Context: an optimization exercise on an open-source flow, tuned for small area. The choices shown serve that exercise and are no tape-out recipe.
Where RTL was checked, it was by simulation tests only, not by an equivalence proof against the original.

## frx_core
module frx_core (
    input  wire        clk,
    input  wire        rst,
    input  wire        ev_valid,
    input  wire [3:0]  ev_type,
    input  wire [15:0] ev_arg,
    output wire        ev_ready,
    output reg         resp_valid,
    output reg  [31:0] resp_data,      
    output wire        ready_out
);
Size in the first run: about 4300 flip-flops, roughly 58 I/O pins, about 100000 µm² of cells after synthesis.
Settings: LEC_CHECK=0, CAP_MARGIN=20, CORE_MARGIN=2, CORE_UTILIZATION=65, CTS_BUF_LIST=sky130_fd_sc_hd__clkbuf_8, CTS_CLUSTER_DIAMETER=40, CTS_CLUSTER_SIZE=16, PLACE_DENSITY=0.75, SLEW_MARGIN=20; clock period 25.0 ns.
run.sh (not shown) runs the stock make flow with config.mk's settings and CLKGATE_MAP_FILE= SYNTH_SCRIPT=/design/flow/synth_recipe.tcl, a recipe that flattens the netlist after the stock synthesis.
==> next run, changes <==
--- a/flow/design.v
+++ b/flow/design.v
@@ -189,18 +189,17 @@
     wire e_status  = v && (t == EV_STATUS_READ);
     wire e_clr     = v && (t == EV_CTRL_WRITE) && clr_c;
     wire e_sample  = v && (t == EV_SAMPLE_READ);
     wire runt       = rx_count < 4;
     wire cmd_short  = rx_count < 5;
     wire cmd_known  = (b2 == 8'h01) || (b2 == 8'h02) || (b2 == 8'h03) || (b2 == 8'hFF);
     wire bad_count  = ({b2, b3} == 16'd0) || ({b2, b3} > CAP);
     wire [6:0] f_n  = b3[6:0];                          
-    wire [6:0] c_j  = rx_count[7:1] - 7'd2;
-    wire data_short = (c_j < f_n);
+    wire data_short = ({1'b0, rx_count} < (9'd4 + {1'b0, f_n, 1'b0}));
     wire parse    = rx_armed;
     wire cmd_ok   = parse && !runt && h_c0 && !cmd_short && !bad_ch && cmd_known;
     wire data_ok  = parse && !runt && h_da && !bad_count && !data_short && !bad_ch;
     wire err_header = parse && !runt &&
                       ((!h_c0 && !h_da) || (h_c0 && !cmd_short && !bad_ch && !cmd_known));
     wire err_chlen  = parse && (runt ||
                       (h_c0 && cmd_short) || (h_c0 && !cmd_short && bad_ch) ||
                       (h_da && (bad_count || data_short || bad_ch)));
@@ -224,63 +223,54 @@
         if (e_assert && ev_arg[0])
             tf_inc = ev_arg[1] ? 2'd2 : 2'd1;
         if (e_rxerr)
             tf_inc = ev_arg[1] ? 2'd2 : 2'd1;
         if (e_deass)
             tf_inc = {1'b0, rx_armed && ev_arg[0]} +
                      {1'b0, runs_disable && ev_arg[1]};
     end
-    reg         [7:0]  hq;
-    wire signed [11:0] o     = {hq, lo[7:4]};
+    wire signed [11:0] o     = {ev_arg[7:0], lo[7:4]};
     wire        [6:0]  f_vol = c_ch ? volume[1] : volume[0];
     wire signed [19:0] prod  = o * $signed({1'b0, f_vol});
     wire        [18:0] cx    = 19'd204800 + prod[18:0] + (o[11] ? 19'd99 : 19'd0);
     wire        [6:0]  cr [0:12];
     wire        [11:0] code;
     assign cr[0] = cx[18:12];
     genvar gi;
     generate
         for (gi = 0; gi < 12; gi = gi + 1) begin : dv
             wire [7:0] tt = {cr[gi], cx[11-gi]};
             wire [7:0] td = tt - 8'd100;
             assign code[11-gi] = (tt >= 8'd100);
             assign cr[gi+1]    = code[11-gi] ? td[6:0] : tt[6:0];
         end
     endgenerate
     wire conv_ev = e_byte && rx_count[0] && (rx_count >= 5) && h_da && !bad_ch;
+    wire [6:0] c_j    = rx_count[7:1] - 7'd2;
     wire [6:0] c_slot = f_fi + c_j;
     wire       c_need = f_fi[6] || !c_slot[6];
-    wire [5:0] c_phys = {c_slot[4:0], c_slot[5]};
-    wire [5:0] ph1    = ph + 6'd1;                  
-    wire [1:0] c_wp   = c_phys[5:4] - ph1[5:4];     
-    wire       conv_acc = !c_need || (c_phys[3:0] == ph1[3:0]);
+    wire [5:0] c_dist = {c_slot[4:0], c_slot[5]} - ph;
+    wire       conv_acc = !c_need || (c_dist[3:0] == 4'd0);
     wire cnt_ev  = (e_assert && ev_arg[0]) || e_rxerr || e_deass || e_drain || e_clr;
     wire copy_ev = e_deass && data_ok && !c_full;
     reg  armed;                       
     wire cnt_acc = copy_ev ? (armed && ph0) : first;
     wire st_cnt  = (widx >= 5'd3 && widx <= 5'd7) || (widx >= 5'd11 && widx <= 5'd13) ||
                    (widx >= 5'd19 && widx <= 5'd21);
     wire samp_acc = (ph == {ev_arg[4:0], ev_arg[5]});
     wire acc = cnt_ev   ? cnt_acc :
                e_status ? (!st_cnt || first) :
                e_sample ? samp_acc :
                conv_ev  ? conv_acc : 1'b1;
     assign ev_ready = !rclr && (!ev_valid || acc);
     wire go = ev_valid && ev_ready;
     wire [11:0] s_head;
-    reg         s_we;
-    reg  [1:0]  s_wp;
-    always @(posedge clk) begin
-        hq   <= ev_arg[7:0];
-        s_wp <= c_wp;
-        s_we <= go && conv_ev && c_need;
-    end
     frx_ring4 #(.W(12)) u_stage (
-        .clk(clk), .we(s_we), .wp(s_wp), .wd(code), .head(s_head));
+        .clk(clk), .we(go && conv_ev && c_need), .wp(c_dist[5:4]), .wd(code), .head(s_head));
     wire [5:0] h_slot = {ph[0], ph[5:1]};           
     wire copy = copy_ev && (armed || ph0) &&
                 ({1'b0, h_slot} >= f_fi) && ({2'b0, h_slot} < f_end);
     wire cnt_clear = rst || rclr || clring || (go && e_clr);
     wire [31:0] c_tf, c_ih, c_icl, c_cf, c_df, c_sw0, c_sw1, c_un0, c_un1;
     wire g_dea = go && e_deass;
     wire g_drn = go && e_drain;
     frx_cnt u_tf  (.clk(clk), .clear(cnt_clear), .first(first), .inc(go ? tf_inc : 2'd0), .r(c_tf));
@@ -297,17 +287,17 @@
     frx_cnt u_un1 (.clk(clk), .clear(cnt_clear), .first(first),
         .inc({1'b0, g_drn && !d_full && dch}), .r(c_un1));
     reg  [31:0] c_ts0, c_ts1;
     reg  [5:0]  ts_c;
     reg         ts_ch;
     wire        ts_ld  = g_dea && data_ok;
     wire        ts_sel = ts_ld ? c_ch : ts_ch;
     wire        ts_h   = ts_sel ? c_ts1[0] : c_ts0[0];
-    wire [6:0]  ts_t   = {6'd0, ts_h} + (ts_ld ? f_m : {1'b0, ts_c});
+    wire [6:0]  ts_t   = ts_ld ? ({6'd0, ts_h} + f_m) : ({6'd0, ts_h} + {1'b0, ts_c});
     wire        ts_n0  = ts_sel ? c_ts0[0] : ts_t[0];
     wire        ts_n1  = ts_sel ? ts_t[0] : c_ts1[0];
     always @(posedge clk) begin
         if (rst || last)
             ts_c <= 6'd0;
         else
             ts_c <= ts_t[6:1];
         if (ts_ld)
After rerunning:
- The changed run completed with no timing, DRC or antenna violations
- global-route usage stays flat
- sequential share of layout area came out higher by 0.38 points
- die area came out lower by about 0.4%
- routed wire length came out lower by 0.84%
For the second run of this note, only the layout was checked, not whether the RTL still works.

==> static timing again, ports no longer ideal <==
The results above use ideal ports. As a check the final layouts listed here were re-extracted and re-timed, cells and wires unchanged. Step 1 (the two cells are an assumption about what drives the block):
set clk [get_ports {clk}]
set_driving_cell -lib_cell sky130_fd_sc_hd__clkbuf_16 $clk
set_driving_cell -lib_cell sky130_fd_sc_hd__buf_2 [delete_from_list [all_inputs] $clk]
Step 2 adds t to the input delays and takes it off the output delays; t is the mean of the earliest and latest rising clock arrival at the registers after step 1. Input paths then give back, and output paths get back, about the clock's delay inside the block. a / b / c = ideal / step 1 / step 2; a / b = the first two.
| run | shift t [ns] | slack for setup (ns) | pins driven straight from the clock port |
|---|---|---|---|
| the first run | 1.046 | 4.251 / 4.251 / 4.251 | 1 |
| the second run | 1.054 | 1.717 / 1.767 / 0.714 | 1 |
After both steps setup and hold are still met in every run listed. For the second run, which loses most, drivers alone change the setup slack by +0.050 ns; drivers and shift together by -1.003 ns.
